Context: an optimization exercise on an open-source flow, tuned for small area, a short achievable clock period and few clock cycles. The choices shown serve that exercise and are no tape-out recipe. In this exercise RTL edits were held to simulation tests only and were not proved equivalent to the original. Power figures rest on the tool's default switching activity, not on a simulated workload.

Setup of build 46:
==> flow/design.v (excerpt) <==
module glz_model (
    input  wire        clk,
    input  wire        rst,         
    input  wire        cmd_valid,
    output wire        cmd_ready,
    input  wire [7:0]  cmd_op,
    input  wire [31:0] cmd_arg,
    output reg         rsp_valid,
    output reg  [7:0]  rsp_err,
    output reg  [31:0] rsp_res0,
    output reg  [31:0] rsp_res1
);
    localparam NB = 32;
    localparam CW = 16;
    localparam OP_NOP         = 8'h00;
    localparam OP_HIST_CLEAR  = 8'h20;
    localparam OP_HIST_INC    = 8'h21;
    localparam OP_HIST_DEC    = 8'h22;
    localparam OP_HIST_GET    = 8'h23;
    localparam OP_HIST_BOUND  = 8'h24;
    localparam OP_HIST_SORT   = 8'h26;
    localparam OP_TABLE_CLEAR = 8'h32;
    localparam OP_MAP_ENC     = 8'h33;
    localparam OP_MAP_DEC     = 8'h34;
    localparam OP_TABLE_READ  = 8'h35;
    localparam OP_RICE_SEARCH = 8'h42;
    localparam E_OK        = 8'h00;
    localparam E_CAPACITY  = 8'h09;
    localparam E_UNDERFLOW = 8'h0C;
    localparam E_OVERFLOW  = 8'h0D;
  ...
Settings: LEC_CHECK=0, CAP_MARGIN=20, CORE_MARGIN=2, CORE_UTILIZATION=60, SLEW_MARGIN=20; clock period 24.0 ns.
run.sh (not shown) runs the stock make flow with config.mk's settings and CLKGATE_MAP_FILE= SYNTH_SCRIPT=/design/flow/synth_recipe.tcl, a recipe that flattens the netlist after the stock synthesis.
Build 46 ran to completion and came out clean on the timing, DRC and antenna checks.
Testbench counts of build 46, summed over its fixed seeds: cycles 15,182.
Changes in build 66 relative to build 46:
Settings: CORE_UTILIZATION changed from 60 to 65; PLACE_DENSITY newly set to 0.75.
Results
Build 66: done, clean on timing, DRC and antenna
Delta (build 66 minus build 46): final routed wire length divided by cell count grew by 7.1%; power shrank by about 0.9%; first-iteration DRC count grew by about 30%.
Of build 66 and build 46, it is build 66 that has the higher number of global-route vias before repair.
Biggest fanout along the worst timing path of build 66 exceeds that of build 46 by more than 10%.
Build 66 vs. build 46: number of non-clock buffers in the layout lower; critical path depth higher; net switching component of the power lower.
In the final reports, the cell area of build 66 is smaller than that of build 46.
When build 66 is measured against build 46, its combinational power turns out about 5% lower.
Portion of the layout cell area used by clock cells of build 46 is on par with build 66.
For build 15, these inputs were changed with respect to build 66:
Settings: PLACE_DENSITY no longer set, was 0.75.
Results
From build 66 to build 15 the numbers moved as follows: critical path depth shrank by 2, final critical-path share of the clock period has increased, cell area barely changed, largest incremental delay on the critical path has increased. The count of plain and timing-repair buffers in the layout in build 15 was higher than what build 66 gave. From build 66 to build 15 the numbers moved as follows: via count of the first global-routing pass lost 1.1%, combinational power neither gained nor lost much. Diff build 66..build 15 | count of unresolved DRC violations after routing | unchanged. Build 15: power 2.0% below build 66. In the flow results for build 66 and build 15, the clock-buffer cell count is smaller on build 66.
For build 11, these inputs were changed with respect to build 15:
Settings: CORE_UTILIZATION now 70, was 65.
--- outcome ---
- Compared to build 15, build 11 shows a narrower setup margin.
- Delta (build 11 minus build 15): sequential fraction of total cell area about even, utilization after layout went up 5.3 points.
- Going from build 15 to build 11, the horizontal extent of the die was found to have gone down by about 3.6%.
- Clock power: build 11 > build 15
- Cell total after placement delta for build 11 relative to build 15: 117 lower
- Compared with build 15, build 11 shows a total number of vias that is 0.98% higher.
- Between build 15 and build 11, number of antenna repair diodes increased.

========
Another version of the RTL of glz_model (not shown whole).
For scale: ~7,500 cells after synthesis, roughly 1,200 flip-flops, about 120 I/O pins.
// glz_model
module glz_model (
    input  wire        clk,
    input  wire        rst,         
    input  wire        cmd_valid,
    output wire        cmd_ready,
    input  wire [7:0]  cmd_op,
    input  wire [31:0] cmd_arg,
    output reg         rsp_valid,
    output reg  [7:0]  rsp_err,
    output reg  [31:0] rsp_res0,
    output reg  [31:0] rsp_res1
);
clock: 24.0 ns
lec_check: 0
cap_margin: 20
core_margin: 2
core_utilization: 40
slew_margin: 20
The baseline passed the timing, DRC and antenna checks.
Testbench counts at the start, summed over its fixed seeds: cycles 15,438.
Change:
--- a/flow/config.mk
+++ b/flow/config.mk
@@ -9,3 +9,3 @@
 export CORE_MARGIN = 2
-export CORE_UTILIZATION = 40
+export CORE_UTILIZATION = 65
 export SLEW_MARGIN = 20
Non-clock buffer count goes down by 1. Sequential power stays flat. Routed wire length goes down by 7.2%. Core utilization goes up by 27 points.

-- afterwards: timing with drivers on the ports --
No port has a modelled driver above. Below, the same layouts with a new extraction and two added sets of constraints. Step 1 assumes that a clkbuf_16 drives the clock port and a buf_2 every other input. Step 2 times the ports against the registers' clock, not the clock port: input delays grow and output delays shrink by t, the midpoint of the rising clock arrivals with the driver on. a / b / c = ideal / step 1 / step 2; a / b = the first two.
run | t, ns | slack for setup (ns) | latest minus earliest clock arrival (ns) | worst slew at a driven data input, ns
build 46 | 0.841 | 17.148 / 17.148 / 16.937 | 0.039 / 0.039 | 0.16
build 66 | 0.870 | 17.326 / 17.256 / 16.821 | 0.032 / 0.032 | 0.13
build 15 | 0.858 | 17.256 / 17.256 / 16.841 | 0.035 / 0.034 | 0.18
build 11 | 0.845 | 17.040 / 17.040 / 16.934 | 0.045 / 0.046 | 0.17
the first run of note 2 | 0.913 | 15.788 / 15.788 / 15.788 | 0.053 / 0.053 | 0.17
the second run of note 2 | 0.857 | 16.527 / 16.527 / 16.527 | 0.034 / 0.033 | 0.05
After both steps every run listed still meets setup and hold. The setup slack of build 66, which loses most, moves by -0.070 ns with the drivers and by -0.505 ns with both steps.
